Source: an optimization exercise on an open RTL-to-GDS flow (aim: small area). Production flows keep margins and buffers that such runs may drop. The RTL was checked by simulation tests, not by an equivalence proof against the original design. No activity file was given, so power comes from the tool's default toggle rates.

--- flow/run.sh ---
#!/bin/bash
# synth_recipe.tcl (not shown) runs the flow's synth.tcl, then flattens the netlist and writes it again
# the make line also repeats each setting of config.mk as NAME=value (left out here)
make -C /OpenROAD-flow-scripts/flow DESIGN_CONFIG=/design/flow/config.mk WORK_HOME=/design/flow/orfs CLKGATE_MAP_FILE= SYNTH_SCRIPT=/design/flow/synth_recipe.tcl finish
--- flow/config.mk ---
export PLATFORM = sky130hd
export DESIGN_NAME = wii_core
export DESIGN_NICKNAME = wii_core
export VERILOG_FILES = /design/flow/design.v
export SDC_FILE = /design/flow/constraint.sdc
export NUM_CORES = 4
export LEC_CHECK = 0
export CAP_MARGIN = 20
export CORE_MARGIN = 2
export CORE_UTILIZATION = 40
export PLACE_DENSITY = 0.6
export SLEW_MARGIN = 20
--- flow/design.v ---
module wii_xport #(
    parameter W = 8,
    parameter D = 20
) (
    input  wire         clk,
    input  wire         wr,
    input  wire [W-1:0] d,
    output wire [W-1:0] q
);
    reg [W*D-1:0] r;
    assign q = r[W*D-1 -: W];
    always @(posedge clk)
        r <= {r[W*(D-1)-1:0], wr ? d : q};
endmodule
module wii_core (
    input  wire        clk,
    input  wire        rst,
    input  wire        cmd_valid,
    output wire        cmd_ready,
    input  wire [63:0] cmd_word,
    output wire        rsp_valid,
    output wire [3:0]  rsp_code,
    output reg  [31:0] rsp_data,
    output wire        ev_req,
    output reg  [3:0]  ev_op,
    output reg  [31:0] ev_arg,
    output wire [7:0]  ev_aux,
    input  wire        ev_done,
    input  wire [1:0]  ev_res,
    input  wire [7:0]  ev_rdata
);
    localparam [3:0] EV_NONE     = 4'd0,
                     EV_START    = 4'd1,
                     EV_STOP     = 4'd3,
                     EV_TX       = 4'd4,
                     EV_RX       = 4'd5,
                     EV_CONFIG   = 4'd6,
                     EV_TM_INIT  = 4'd7,
                     EV_DELAY_US = 4'd8,
                     EV_DELAY_MS = 4'd9;
    localparam [3:0] C_SUCCESS   = 4'h0,
                     C_UNSUPP    = 4'h1,
                     C_NOTINIT   = 4'h2,
                     C_I2C       = 4'h3,
                     C_IDMISM    = 4'h4,
                     C_UNKPARAM  = 4'h5,
                     C_INVALID   = 4'h6,
                     C_DISABLED  = 4'h8,
                     C_RELDIS    = 4'h9,
                     C_ILLEGAL   = 4'hF;
    localparam [2:0] K_UNKNOWN = 3'd0, K_UNSUPP = 3'd1, K_NUNCHUK = 3'd2,
                     K_CLASSIC = 3'd3, K_MPLUS = 3'd4, K_MP_NUN = 3'd5,
                     K_MP_CLA = 3'd6;
    localparam [1:0] S_NOTINIT = 2'd0, S_CONFIG = 2'd1, S_ACTIVE = 2'd2,
                     S_DISABLED = 2'd3;
    localparam [2:0] XO_W1E = 3'd0,    
                     XO_W1P = 3'd1,    
                     XO_W2  = 3'd2,    
                     XO_RST = 3'd4,    
                     XO_RRAW= 3'd5,    
                     XO_RID = 3'd6;    
    localparam [1:0] RC_MAINT = 2'd0, RC_CONN = 2'd1, RC_QC = 2'd2;
    localparam [1:0] RQ_TOP = 2'd0, RQ_CONN_ID = 2'd1, RQ_CONN_HOME = 2'd2;
    localparam [5:0]
        M_IDLE     = 6'd0,
        M_RESP     = 6'd1,
        M_CLRI0    = 6'd2,
        M_CLRI1    = 6'd3,
        M_INIT_TM  = 6'd4,
        M_INIT_BT  = 6'd5,
        M_MAINT    = 6'd6,
        M_MCONN    = 6'd7,
        M_MRETRY   = 6'd8,
        M_MCONN_RES= 6'd9,
        M_CFG      = 6'd10,
        M_CFG_DLY  = 6'd11,
        M_CFG_RET  = 6'd12,
        M_QC       = 6'd13,
        M_READ     = 6'd14,
        M_CLRF0    = 6'd15,
        M_CLRF1    = 6'd16,
        M_CMT0     = 6'd17,
        M_CMT1     = 6'd18,
        M_UPD      = 6'd19,
        M_UA       = 6'd20,
        M_UB       = 6'd21,
        M_QC_RET   = 6'd22,
        M_CONN_DLY = 6'd23,
        M_ZERO0    = 6'd24,
        M_ZERO1    = 6'd25,
        X_START    = 6'd32,
        X_HDR      = 6'd33,
        X_REG      = 6'd34,
        X_VAL      = 6'd35,
        X_TDLY     = 6'd36,
        X_TSTOP    = 6'd37,
        X_BDLY     = 6'd38,
        X_RSTART   = 6'd39,
        X_RHDR     = 6'd40,
        X_RX       = 6'd41,
        X_RXW      = 6'd42,
        X_RDLY     = 6'd43,
        X_RSTOP    = 6'd44,
        X_END      = 6'd45;
    reg [5:0]  ms;
    reg        valid;
    reg [1:0]  status;
    reg [4:0]  fail_cnt;
    reg [2:0]  kind, kind_req;
    reg        encrypted, rel_en;
    reg [3:0]  ep_bus;
    reg [31:0] ep_clock_hz;
    reg [3:0]  r_code;
    reg [7:0]  c_idx;
    reg        sethome;
    reg [1:0]  q_param;       
    reg [1:0]  ret_c, ret_q;
    reg        ret_m;         
    reg [3:0]  q_res;
    reg [2:0]  attempt;
    reg [2:0]  xop;
    reg        xfail;
    reg        flag;          
    reg [4:0]  idx;           
    reg [7:0]  hold;
    reg [4:0]  ptr;           
    reg [3:0]  rptr;          
    reg [7:0]  c_raw [0:5];
    reg        c_cls, c_pt, c_zero;
    reg [7:0]  h_raw [0:5];
    reg        h_cls, h_pt, h_zero;
    reg [9:0]  tmp;
    integer k;
    wire [7:0]  buf_q, stg_q;
    wire [10:0] rel_q;
    reg         buf_wr, stg_wr, rel_wr;
    reg  [7:0]  buf_d;
    reg  [10:0] rel_d;
    wii_xport #(.W(8), .D(20)) u_buf (.clk(clk), .wr(buf_wr), .d(buf_d), .q(buf_q));
    wii_xport #(.W(8), .D(20)) u_stg (.clk(clk), .wr(stg_wr), .d(hold), .q(stg_q));
    wii_xport #(.W(11), .D(9)) u_rel (.clk(clk), .wr(rel_wr), .d(rel_d), .q(rel_q));
    wire [4:0] xlen = (xop == XO_RRAW) ? 5'd20 : 5'd6;
    wire       xwrite = ~xop[2];
    wire       dec_ok = (kind == K_NUNCHUK) || (kind == K_CLASSIC) ||
                        (kind == K_MP_NUN)  || (kind == K_MP_CLA);
    reg        d_sel;         
    reg [3:0]  fsel;
    reg [7:0]  p0, p1, p2, p3, p4, p5;
    reg        cls, pt, zr;
    reg [15:0] fv;
    reg [5:0]  lx, ly;
    reg        up, left;
    reg [15:0] b;
    always @(*) begin
        p0 = d_sel ? h_raw[0] : c_raw[0];
        p1 = d_sel ? h_raw[1] : c_raw[1];
        p2 = d_sel ? h_raw[2] : c_raw[2];
        p3 = d_sel ? h_raw[3] : c_raw[3];
        p4 = d_sel ? h_raw[4] : c_raw[4];
        p5 = d_sel ? h_raw[5] : c_raw[5];
        cls = d_sel ? h_cls : c_cls;
        pt  = d_sel ? h_pt  : c_pt;
        zr  = d_sel ? h_zero : c_zero;
        fv  = 16'd0;
        b   = 16'd0;
        if (!pt) begin
            lx = p0[5:0]; ly = p1[5:0]; up = p5[0]; left = p5[1];
        end else begin
            lx = {p0[5:1], 1'b0}; ly = {p1[5:1], 1'b0};
            up = p0[0]; left = p1[0];
        end
        if (!cls) begin
            if (!pt) begin
                b[5] = ~p5[0]; b[6] = ~p5[0]; b[4] = ~p5[1];
            end else begin
                b[5] = p5[2]; b[6] = p5[2]; b[4] = p5[3];
            end
            case (fsel)
                4'd0: fv = b;
                4'd3, 4'd5: fv = pt ? {8'd0, p0[7:1], 1'b0} : {8'd0, p0};
                4'd4, 4'd6: fv = pt ? {8'd0, p1[7:1], 1'b0} : {8'd0, p1};
                4'd7: fv = pt ? {6'd0, p2, p5[4], 1'b0} : {6'd0, p2, p5[3:2]};
                4'd8: fv = pt ? {6'd0, p3, p5[5], 1'b0} : {6'd0, p3, p5[5:4]};
                4'd9: fv = pt ? {6'd0, p4[7:1], p5[7], p5[6], 1'b0} : {6'd0, p4, p5[7:6]};
                default: fv = 16'd0;
            endcase
        end else begin
            b[15] = pt ^ ~p4[7];
            b[13] = pt ^ ~p4[6];
            b[7]  = pt ^ ~p4[5];
            b[10] = pt ^ ~p4[4];
            b[11] = pt ^ ~p4[3];
            b[9]  = pt ^ ~p4[2];
            b[8]  = pt ^ ~p4[1];
            b[5]  = pt ^ ~p5[7];
            b[1]  = pt ^ ~p5[6];
            b[3]  = pt ^ ~p5[5];
            b[0]  = pt ^ ~p5[4];
            b[2]  = pt ^ ~p5[3];
            b[6]  = pt ^ ~p5[2];
            b[14] = pt ^ ~left;
            b[12] = pt ^ ~up;
            case (fsel)
                4'd0: fv = b;
                4'd1: fv = {11'd0, p2[6:5], p3[7:5]};
                4'd2: fv = {11'd0, p3[4:0]};
                4'd3: fv = {10'd0, lx};
                4'd4: fv = {10'd0, ly};
                4'd5: fv = {11'd0, p0[7:6], p1[7:6], p2[7]};
                4'd6: fv = {11'd0, p2[4:0]};
                default: fv = 16'd0;
            endcase
        end
        if (zr) fv = 16'd0;
    end
    wire c_buf = (c_idx >= 8'h10) && (c_idx <= 8'h23);
    wire c_rel = (c_idx >= 8'h81) && (c_idx <= 8'h89);
    wire [4:0] c_bidx = c_idx[4:0] - 5'h10;
    wire [3:0] c_ridx = c_idx[3:0] - 4'd1;
    wire       rd_align = (!c_buf || ptr == c_bidx) && (!c_rel || rptr == c_ridx);
    always @(*) begin
        case (c_idx)
            8'h00: rsp_data = {30'd0, status};
            8'h01: rsp_data = {27'd0, fail_cnt};
            8'h02: rsp_data = {29'd0, kind};
            8'h03: rsp_data = {29'd0, kind_req};
            8'h04: rsp_data = {29'd0, 1'b1, rel_en, encrypted};
            8'h05: rsp_data = {12'd0, ep_bus, 2'b00, 2'd1, 1'b0, 1'b0, 10'h052};
            8'h06: rsp_data = ep_clock_hz;
            default: begin
                if (c_buf)
                    rsp_data = {24'd0, buf_q};
                else if (c_rel)
                    rsp_data = {{21{rel_q[10]}}, rel_q};
                else if (c_idx[7:6] == 2'b01 && c_idx[4] == 1'b0)
                    rsp_data = {16'd0, fv};
                else
                    rsp_data = 32'd0;
            end
        endcase
    end
    wire [7:0] cw_op = cmd_word[7:0];
    wire [7:0] cw_idx = cmd_word[15:8];
    reg        cw_legal;
    always @(*) begin
        case (cw_op)
            8'h01:        cw_legal = (cmd_word[31:16] == 16'd0);
            8'h03, 8'h08: cw_legal = (cmd_word[63:16] == 48'd0);
            8'h02, 8'h04, 8'h05, 8'h06, 8'h07:
                          cw_legal = (cmd_word[63:8] == 56'd0);
            default:      cw_legal = 1'b0;
        endcase
    end
    wire rd_ok = (cw_idx <= 8'h06) ||
                 (cw_idx >= 8'h10 && cw_idx <= 8'h23) ||
                 (cw_idx >= 8'h40 && cw_idx <= 8'h4C) ||
                 (cw_idx >= 8'h60 && cw_idx <= 8'h6C) ||
                 (cw_idx >= 8'h80 && cw_idx <= 8'h8C);
    assign ev_req = ms == M_INIT_TM || ms == M_INIT_BT || ms == M_MRETRY ||
                    ms == M_CFG_DLY || ms == M_CONN_DLY ||
                    (ms[5] && ms != X_RXW && ms != X_END);
    assign ev_aux = (ms == M_INIT_BT) ? {2'd1, 2'b00, ep_bus} : 8'd0;
    always @(*) begin
        ev_op  = EV_NONE;
        ev_arg = 32'd0;
        case (ms)
            M_INIT_TM:  begin ev_op = EV_TM_INIT;  ev_arg = ep_clock_hz; end
            M_INIT_BT:  begin ev_op = EV_CONFIG;   ev_arg = ep_clock_hz; end
            M_MRETRY:   begin ev_op = EV_DELAY_MS; ev_arg = 32'd500; end
            M_CFG_DLY:  begin ev_op = EV_DELAY_US; ev_arg = 32'd1000; end
            M_CONN_DLY: begin ev_op = EV_DELAY_US; ev_arg = 32'd20000; end
            X_START, X_RSTART: ev_op = EV_START;
            X_TSTOP, X_RSTOP:  ev_op = EV_STOP;
            X_HDR:      begin ev_op = EV_TX; ev_arg = 32'hA4; end
            X_RHDR:     begin ev_op = EV_TX; ev_arg = 32'hA5; end
            X_REG: begin
                ev_op = EV_TX;
                case (xop)
                    XO_W1E:  ev_arg = 32'h40;
                    XO_W1P:  ev_arg = 32'hF0;
                    XO_W2:   ev_arg = 32'hFB;
                    XO_RRAW: ev_arg = 32'h20;
                    XO_RID:  ev_arg = 32'hFA;
                    default: ev_arg = 32'h00;
                endcase
            end
            X_VAL: begin ev_op = EV_TX; ev_arg = (xop == XO_W1P) ? 32'h55 : 32'h00; end
            X_RX:       begin ev_op = EV_RX; ev_arg = 32'd1; end
            X_TDLY:     begin ev_op = EV_DELAY_US; ev_arg = 32'd150; end
            X_BDLY:     begin ev_op = EV_DELAY_US; ev_arg = 32'd250; end
            X_RDLY:     begin ev_op = EV_DELAY_US; ev_arg = 32'd120; end
            default: ;
        endcase
    end
    assign cmd_ready = (ms == M_IDLE);
    assign rsp_valid = (ms == M_RESP) && rd_align;
    assign rsp_code  = r_code;
    wire tx_bad = (ev_res == 2'd2) || (ev_res == 2'd1);
    wire [7:0] deobf = (ev_rdata ^ 8'h17) + 8'h17;
    wire [9:0]  sub_a = fv[9:0];
    wire [10:0] diff = {1'b0, sub_a} - {1'b0, tmp};
    always @(*) begin
        buf_wr = 1'b0;
        buf_d  = 8'd0;
        stg_wr = (ms == X_RXW) && (ptr == idx);
        rel_wr = 1'b0;
        rel_d  = 11'd0;
        d_sel  = c_idx[5];
        fsel   = c_idx[3:0];
        case (ms)
            M_CLRI0, M_CLRI1: begin
                buf_wr = 1'b1;
                rel_wr = 1'b1;
            end
            M_CLRF1: buf_wr = 1'b1;
            M_CMT1: begin
                buf_wr = (ptr < xlen);
                buf_d  = stg_q;
            end
            M_UA: begin
                d_sel = 1'b1;
                fsel  = idx[3:0] + 4'd1;
            end
            M_UB: begin
                d_sel  = 1'b0;
                fsel   = idx[3:0] + 4'd1;
                rel_wr = (rptr == idx[3:0]);
                rel_d  = diff;
            end
            M_ZERO0, M_ZERO1: rel_wr = 1'b1;
            default: ;
        endcase
    end
    always @(posedge clk) begin
        ptr  <= (ptr == 5'd19) ? 5'd0 : ptr + 5'd1;
        rptr <= (rptr == 4'd8) ? 4'd0 : rptr + 4'd1;
        if (rst) begin
            ms    <= M_IDLE;
            valid <= 1'b0;
            ptr   <= 5'd0;
            rptr  <= 4'd0;
        end else begin
            case (ms)
            M_IDLE: if (cmd_valid) begin
                c_idx   <= 8'hFF;
                sethome <= (cw_op == 8'h05);
                ret_m   <= 1'b0;
                ms      <= M_RESP;
                if (!cw_legal) begin
                    r_code <= C_ILLEGAL;
                end else begin
                    case (cw_op)
                    8'h01: begin
                        if (cmd_word[14:12] == K_UNSUPP || cmd_word[14:12] == 3'd7) begin
                            r_code <= C_UNSUPP;
                        end else begin
                            fail_cnt    <= 5'd0;
                            status      <= S_NOTINIT;
                            rel_en      <= 1'b0;
                            ep_bus      <= cmd_word[11:8];
                            ep_clock_hz <= cmd_word[63:32];
                            kind_req    <= cmd_word[14:12];
                            kind        <= cmd_word[14:12];
                            encrypted   <= ~cmd_word[15];
                            valid       <= 1'b1;
                            c_zero      <= 1'b1;
                            h_zero      <= 1'b1;
                            ms          <= M_CLRI0;
                        end
                    end
                    8'h02, 8'h03: begin
                        q_param <= (cw_op == 8'h02) ? 2'd0 :
                                   (cw_idx > 8'd2) ? 2'd3 : cw_idx[1:0];
                        ret_q   <= RQ_TOP;
                        if (!valid) r_code <= C_NOTINIT;
                        else        ms     <= M_QC;
                    end
                    8'h04: begin
                        if (!valid) r_code <= C_NOTINIT;
                        else        ms     <= M_MAINT;
                    end
                    8'h05: begin
                        q_param <= 2'd0;
                        ret_q   <= RQ_TOP;
                        if (!valid)       r_code <= C_NOTINIT;
                        else if (!rel_en) r_code <= C_RELDIS;
                        else              ms     <= M_QC;
                    end
                    8'h06, 8'h07: begin
                        if (!valid) begin
                            r_code <= C_NOTINIT;
                        end else begin
                            rel_en <= (cw_op == 8'h06);
                            r_code <= C_SUCCESS;
                        end
                    end
                    default: begin  
                        r_code <= rd_ok ? C_SUCCESS : C_ILLEGAL;
                        if (rd_ok && valid)
                            c_idx <= cw_idx;
                    end
                    endcase
                end
            end
            M_RESP: if (rd_align) ms <= M_IDLE;
            M_CLRI0: if (ptr == 5'd19) ms <= M_CLRI1;
            M_CLRI1: if (ptr == 5'd19) ms <= M_INIT_TM;
            M_INIT_TM: if (ev_done) ms <= M_INIT_BT;
            M_INIT_BT: if (ev_done) ms <= M_MAINT;
            M_MAINT: begin
                if (status == S_DISABLED) begin
                    if (!ret_m) r_code <= C_DISABLED;
                    ms <= M_RESP;
                end else if (fail_cnt > 5'd20) begin
                    status <= S_DISABLED;
                    if (!ret_m) r_code <= C_DISABLED;
                    ms <= M_RESP;
                end else if (fail_cnt > 5'd3) begin
                    status <= S_CONFIG;
                    ret_c  <= RC_MAINT;
                    ms     <= M_CFG;
                end else if (status == S_NOTINIT) begin
                    attempt <= 3'd1;
                    ret_c   <= RC_CONN;
                    ms      <= M_CFG;
                end else begin
                    status <= S_ACTIVE;
                    if (!ret_m) r_code <= C_SUCCESS;
                    ms <= M_RESP;
                end
            end
            M_MRETRY: if (ev_done) begin
                ret_c <= RC_CONN;
                ms    <= M_CFG;
            end
            M_MCONN_RES: begin
                if (q_res == C_SUCCESS || q_res == C_IDMISM) begin
                    status <= S_ACTIVE;
                    if (!ret_m) r_code <= q_res;
                    ms <= M_RESP;
                end else if (attempt == 3'd5) begin
                    if (!ret_m) r_code <= C_NOTINIT;
                    ms <= M_RESP;
                end else begin
                    attempt <= attempt + 3'd1;
                    ms      <= M_MRETRY;
                end
            end
            M_CFG: begin
                xop <= encrypted ? XO_W1E : XO_W1P;
                ms  <= X_START;
            end
            M_CFG_DLY: if (ev_done) begin
                xop <= XO_W2;
                ms  <= X_START;
            end
            M_CFG_RET: begin
                case (ret_c)
                    RC_MAINT: begin
                        if (!ret_m) r_code <= xfail ? C_I2C : C_SUCCESS;
                        ms <= M_RESP;
                    end
                    RC_CONN: begin
                        if (xfail) begin
                            q_res <= C_I2C;
                            ms    <= M_MCONN_RES;
                        end else begin
                            q_param <= 2'd2;
                            ret_q   <= RQ_CONN_ID;
                            ms      <= M_QC;
                        end
                    end
                    default: ms <= M_READ;
                endcase
            end
            M_QC: begin
                if (status == S_DISABLED) begin
                    q_res <= C_DISABLED;
                    ms    <= M_QC_RET;
                end else if (q_param == 2'd3) begin
                    q_res <= C_UNKPARAM;
                    ms    <= M_QC_RET;
                end else if (q_param == 2'd0 && (kind == K_CLASSIC || kind == K_MP_CLA)) begin
                    ret_c <= RC_QC;
                    ms    <= M_CFG;
                end else begin
                    ms <= M_READ;
                end
            end
            M_READ: begin
                xop <= (q_param == 2'd1) ? XO_RRAW : (q_param == 2'd2) ? XO_RID : XO_RST;
                ms  <= X_START;
            end
            M_CLRF0: if (ptr == 5'd19) ms <= M_CLRF1;
            M_CLRF1: if (ptr == 5'd19) begin
                fail_cnt <= fail_cnt + 5'd1;
                q_res    <= C_INVALID;
                ms       <= M_QC_RET;
            end
            M_CMT0: if (ptr == 5'd19) ms <= M_CMT1;
            M_CMT1: begin
                if (xop == XO_RST && dec_ok) begin
                    for (k = 0; k < 6; k = k + 1)
                        if (ptr == k) c_raw[k] <= stg_q;
                    c_cls  <= (kind == K_CLASSIC) || (kind == K_MP_CLA);
                    c_pt   <= (kind == K_MP_NUN) || (kind == K_MP_CLA);
                    c_zero <= 1'b0;
                end
                if (xop == XO_RID && ret_q == RQ_CONN_ID) begin
                    case (ptr)
                        5'd0: flag <= (stg_q == 8'h00);
                        5'd1: flag <= flag & (stg_q == 8'h00);
                        5'd2: flag <= flag & (stg_q == 8'hA4);
                        5'd3: flag <= flag & (stg_q == 8'h20);
                        5'd4: begin
                            if (!flag)                 kind <= K_UNSUPP;
                            else if (stg_q == 8'h00)   kind <= K_NUNCHUK;
                            else if (stg_q == 8'h01)   kind <= K_CLASSIC;
                            else if (stg_q == 8'h04)   kind <= K_MPLUS;
                            else if (stg_q == 8'h05)   kind <= K_MP_NUN;
                            else if (stg_q == 8'h07)   kind <= K_MP_CLA;
                            else                       kind <= K_UNSUPP;
                        end
                        5'd5: begin
                            if ((kind == K_NUNCHUK && stg_q != 8'h00) ||
                                (kind == K_CLASSIC && stg_q != 8'h01) ||
                                ((kind == K_MPLUS || kind == K_MP_NUN || kind == K_MP_CLA) &&
                                 stg_q != 8'h05))
                                kind <= K_UNSUPP;
                        end
                        default: ;
                    endcase
                end
                if (ptr == 5'd19) begin
                    fail_cnt <= 5'd0;
                    if (xop == XO_RST) begin
                        ms <= M_UPD;
                    end else begin
                        q_res <= C_SUCCESS;
                        ms    <= M_QC_RET;
                    end
                end
            end
            M_UPD: begin
                idx <= 5'd0;
                if (!dec_ok) begin
                    q_res <= C_UNSUPP;
                    ms    <= M_QC_RET;
                end else begin
                    q_res <= C_SUCCESS;
                    ms    <= rel_en ? M_UA : M_QC_RET;
                end
            end
            M_UA: begin
                tmp <= fv[9:0];
                ms  <= M_UB;
            end
            M_UB: if (rptr == idx[3:0]) begin
                idx <= idx + 5'd1;
                ms  <= (idx == 5'd8) ? M_QC_RET : M_UA;
            end
            M_QC_RET: begin
                case (ret_q)
                    RQ_TOP: begin
                        if (q_res == C_I2C || q_res == C_INVALID) begin
                            r_code <= q_res;
                            ret_m  <= 1'b1;
                            ms     <= M_MAINT;
                        end else begin
                            r_code <= q_res;
                            ms     <= M_RESP;
                            if (sethome && q_res == C_SUCCESS) begin
                                for (k = 0; k < 6; k = k + 1)
                                    h_raw[k] <= c_raw[k];
                                h_cls  <= c_cls;
                                h_pt   <= c_pt;
                                h_zero <= c_zero;
                                if (rel_en) ms <= M_ZERO0;
                            end
                        end
                    end
                    RQ_CONN_ID: begin
                        if (q_res != C_SUCCESS) begin
                            ms <= M_MCONN_RES;
                        end else if (kind_req != K_UNKNOWN && kind != kind_req) begin
                            q_res <= C_IDMISM;
                            ms    <= M_MCONN_RES;
                        end else begin
                            ms <= M_CONN_DLY;
                        end
                    end
                    default: begin  
                        ms <= M_MCONN_RES;
                        if (q_res == C_SUCCESS) begin
                            for (k = 0; k < 6; k = k + 1)
                                h_raw[k] <= c_raw[k];
                            h_cls  <= c_cls;
                            h_pt   <= c_pt;
                            h_zero <= c_zero;
                            if (rel_en) ms <= M_ZERO0;
                        end
                        q_res <= C_SUCCESS;
                    end
                endcase
            end
            M_ZERO0: if (rptr == 4'd8) ms <= M_ZERO1;
            M_ZERO1: if (rptr == 4'd8) ms <= (ret_q == RQ_TOP) ? M_RESP : M_MCONN_RES;
            M_CONN_DLY: if (ev_done) begin
                q_param <= 2'd0;
                ret_q   <= RQ_CONN_HOME;
                ms      <= M_QC;
            end
            X_START: if (ev_done) begin
                xfail <= (ev_res == 2'd1);
                ms    <= (ev_res == 2'd1) ? X_END : X_HDR;
            end
            X_HDR: if (ev_done) begin
                if (tx_bad) begin
                    xfail <= 1'b1;
                    ms    <= X_TDLY;
                end else begin
                    ms <= X_REG;
                end
            end
            X_REG: if (ev_done) begin
                if (tx_bad) begin
                    xfail <= 1'b1;
                    ms    <= X_TDLY;
                end else begin
                    ms <= xwrite ? X_VAL : X_TDLY;
                end
            end
            X_VAL: if (ev_done) begin
                if (tx_bad) xfail <= 1'b1;
                ms <= X_TDLY;
            end
            X_TDLY: if (ev_done) ms <= X_TSTOP;
            X_TSTOP: if (ev_done) ms <= (xfail || xwrite) ? X_END : X_BDLY;
            X_BDLY: if (ev_done) ms <= X_RSTART;
            X_RSTART: if (ev_done) begin
                if (ev_res == 2'd1) begin
                    xfail <= 1'b1;
                    ms    <= X_END;
                end else begin
                    ms <= X_RHDR;
                end
            end
            X_RHDR: if (ev_done) begin
                idx  <= 5'd0;
                flag <= 1'b1;
                if (tx_bad) begin
                    xfail <= 1'b1;
                    ms    <= X_RDLY;
                end else begin
                    ms <= X_RX;
                end
            end
            X_RX: if (ev_done) begin
                if (ev_res == 2'd1) begin
                    xfail <= 1'b1;
                    ms    <= X_RDLY;
                end else begin
                    hold <= encrypted ? deobf : ev_rdata;
                    flag <= flag & (ev_rdata == 8'hFF);
                    ms   <= X_RXW;
                end
            end
            X_RXW: if (ptr == idx) begin
                idx <= idx + 5'd1;
                ms  <= (idx + 5'd1 == xlen) ? X_RDLY : X_RX;
            end
            X_RDLY: if (ev_done) ms <= X_RSTOP;
            X_RSTOP: if (ev_done) ms <= X_END;
            X_END: begin
                case (xop)
                    XO_W1E, XO_W2: ms <= M_CFG_RET;
                    XO_W1P: ms <= xfail ? M_CFG_RET : M_CFG_DLY;
                    default: begin
                        if (xfail) begin
                            fail_cnt <= fail_cnt + 5'd1;
                            q_res    <= C_I2C;
                            ms       <= M_QC_RET;
                        end else if (flag) begin
                            ms <= M_CLRF0;
                        end else begin
                            ms <= M_CMT0;
                        end
                    end
                endcase
            end
            default: ms <= M_IDLE;
            endcase
        end
    end
endmodule
--- flow/constraint.sdc ---
create_clock -name core_clock -period 10.0 [get_ports {clk}]
set_input_delay 2.0000 -clock core_clock [delete_from_list [all_inputs] [get_ports {clk}]]
set_output_delay 2.0000 -clock core_clock [all_outputs]
set_load 0.01 [all_outputs]
==> flow_summary.toml <==
[status]
outcome = "timing/DRC/antenna clean"

[timing]
worst_pin_slew_ns = 1.05
layout_min_cycle_time_ns = 7.36
tns_ns = 0
maxSlewHeadroom = 0.293
finalWorstSetupSlack_ns = 2.64
drv_slew = 0
rsz0062_at_grt = "false"
hold_viol = 0
finClkSkew_ns = 0.0336
setup_viol = 0
final.period_utilization = 0.736
fmax_mhz = 136

[power]
power_uw = 6920
leakage_uw = 0.0106
ir_worst_vdd_uv = 188
power.density_nw_per_um2 = 247

[clock_network]
cts_hold_buf = 0
clockBufferDepth = 3
cts_setup_buffers = 0
cts_resized = 0
ctsHtreeMaxLevel = 3
clock_sinks = 643
cts_tree = "built"
clkTransAtPathRegs_ns = 0.06
clock_latency_ns = 0.63
numCtsBuffers = 68
clockRootBuffer = "clkbuf_16"

[yosys]
synth_edf_count = 208
synth-compound-area-share = 0.130
yosysSeqAreaShare = 0.636
synth_top_family_by_area = "simple AND/OR/NAND/NOR gates"
synth.most_common_cell = "dfxtp_1"
synth_adder_area_share = 0.0174
synth_ff_type = "dfxtp_1"
netlist.top_cell.by_area = "dfxtp_1"
postSynth.asyncResetShare = 0
synthTopCellsByArea = "dfxtp_1, edfxtp_1, mux2i_1"
ys_warn_count = 5
synth.lib_cells_used.distinct = 100
syn_inst = 1992
ys_ff_latch = 643
yosysTopAreaCellShare = 0.371
yosys.area_share.simple = 0.135
synthMuxAreaShare = 0.0288
syn_area_um2 = 23500
synthXorXnorAreaFrac = 0.0216
avgSynthCellArea_um2 = 11.8
synth_common_cells = "dfxtp_1, edfxtp_1, nand2_1, nor2_1, a21oi_1"

[critical_path]
crit_required_ns = 8.00
critPathBufInv = 3
endpoint = "rsp_data[1]"
reg2reg_depth = 19
cp_max_fo = 33
cp_num_cells = 11
cp-end-kind = "output pin"
r2r-end = "u_rel.r[9]"
r2r_setup_slack_ns = 3.92
slowest_delay_ns = 0.57
cp_slowest_cell = "nand2_2"
path_delay_family = "buffers and inverters"
crit_start = "ms[4]"
arrival_ns = 5.36
cp_cell_sequence = "buf_4, nand2b_1, o21ai_2, nand2_2, buf_4, mux2i_1, o22ai_1, or4_1, o21ai_1, o211ai_1, clkdlybuf4s50_1"
cp_common_cell = "buf_4"
reg2reg_from = "ms[4]"
critPathLaunchType = "register"
criticalPathCategory = "register to output pin"

[global_route]
grt_use_met1 = 0.336
grt_pass1_vias = 16000
gr-usage-met3 = 0.0368
grt_usage = 0.232
top_usage_layer = "met2"
gr-total-overflow = 0
antenna_found_initial = 2
grt_max_degree = 51
grt_pass1_wl_mm = 105
gr-usage-met2 = 0.356

[routing]
routedWlPerCell_um = 23.9
drt-pass1-iter-count = 6
viasPerCell = 5.60
totalWireLength_mm = 71.0
via_count = 16600
drtAntennaViolNets = 0
drtIter0Drc = 1615
drc = 0

[layout]
finalNonFillerCells = 2965
area_delta_synth_final_pct = 19.4
fin_nets = 2255
num_antenna_cells = 0
drive_above_1_share = 0.0868

[min_path]
hp-class = "register to register"

[die]
io_pins = 161
die-width_um = 246
die_h_um = 246
core-area_um2 = 57900
row_count = 88
start_util = 0.406
dieArea_um2 = 60700

[placement]
place_congestion = 0.951
pre_cts_slack_ns = 3.31
post-dp-hpwl_mm = 52.7
dp_cells = 2840
port_buffers = 157

[job]
drv_cap = 0
-- cells in the final DEF (no fill, tap or decap), drive strengths merged, types with 24 or more instances in the layout --
cell           instances
a211oi                25
nor4                  32
nand3                 69
ha                    31
o21ai                 86
nor2                 107
inv                   67
and3                  43
nand2                113
nor2b                 32
clkbuf                97
o22ai                 24
a21oi                 85
mux2i                 44
clkdlybuf4s50        156
xnor2                 39
buf                   29
nor3                  56
nand2b                31
dfxtp                435
a21o                  26
edfxtp               208
-- per-layer routing --
| metal | vias to the layer above | share of wire |
|---|---|---|
| met2 | 646 | 0.44 |
| li1 | 7635 | - |
| met4 | 2 | 0.029 |
| met1 | 8192 | 0.46 |
| met5 | - | 0.00018 |
| met3 | 119 | 0.063 |
-- flip-flops by register name, summed over array words and instances (netlist names), 5 cells and up --
signal	flops
c_idx	8
c_raw	48
ep_clock_hz	32
fail_cnt	5
h_raw	48
hold	8
idx	5
ms	6
ptr	5
tmp	10
u_buf.r	160
u_rel.r	99
u_stg.r	160
-- where the power goes --
| part | total, uW | switching [uW] | internal, uW |
|---|---|---|---|
| Sequential | 3210 | 147 | 3070 |
| Combinational | 1220 | 788 | 430 |
| Clock | 2490 | 1060 | 1430 |
-- layout make-up --
class                           instances  area, um2
Clock buffer                           97       1920
Clock inverter                         28        349
Fill cell                            5238      29800
Inverter                               62        233
Multi-Input combinational cell       1185       7880
Sequential cell                       643      15000
Tap cell                              765        957
Timing Repair Buffer                  185       1780
-- how the worst min path moves through the flow --
stage	cells after the start	start	endpoint	slack, ns
3_3_place_gp	0	u_stg.r[36]	u_stg.r[44]	0.31
6_report	0	u_buf.r[17]	u_buf.r[25]	0.32
3_5_place_dp	0	u_buf.r[63]	u_buf.r[71]	0.31
2_1_floorplan	0	u_buf.r[92]	u_buf.r[100]	0.31
5_1_grt	0	u_stg.r[120]	u_stg.r[128]	0.31
4_1_cts	0	u_buf.r[6]	u_buf.r[14]	0.31
-- cell families after synthesis --
group / Yosys count
XOR/XNOR: 58
multiplexers: 60
AO/OA/AOI/OAI: 440
buffers and inverters: 166
AND/OR/NAND/NOR: 592
adder cells (fa/ha/maj): 32
other: 1
flip-flops: 643
-- per-stage QoR --
step           hold slack, ns   util  area, um2
6_report                0.318  0.485      28100
5_1_grt                 0.307  0.485      28100
4_1_cts                 0.311  0.485      28100
3_5_place_dp            0.312  0.445      25800
3_3_place_gp            0.310  0.445      25800
2_1_floorplan           0.310      -      23500

[afterwards: timing with drivers on the ports]
The flow's constraints put no driver on any port. The routed layout listed below was extracted and timed again, unchanged, in two steps.
Step 1 assumes that a clkbuf_16 drives the clock port and a buf_2 every other input.
Step 2 adds t to the input delays and takes it off the output delays; t is the mean of the earliest and latest rising clock arrival at the registers after step 1. Input paths then give back, and output paths get back, about the clock's delay inside the block.
Slacks: ideal ports / drivers / drivers and shift; pairs: ideal ports / drivers.
shift t [ns]: 0.668
setup WS [ns]: 2.638 / 2.582 / 3.250
latest minus earliest clock arrival (ns): 0.034 / 0.034
worst data-port slew with drivers (ns): 0.07
cell pins on the clock port's net: 1
After both steps setup and hold are still met in this run. For this run, drivers alone change the setup slack by -0.056 ns; drivers and shift together by +0.612 ns.
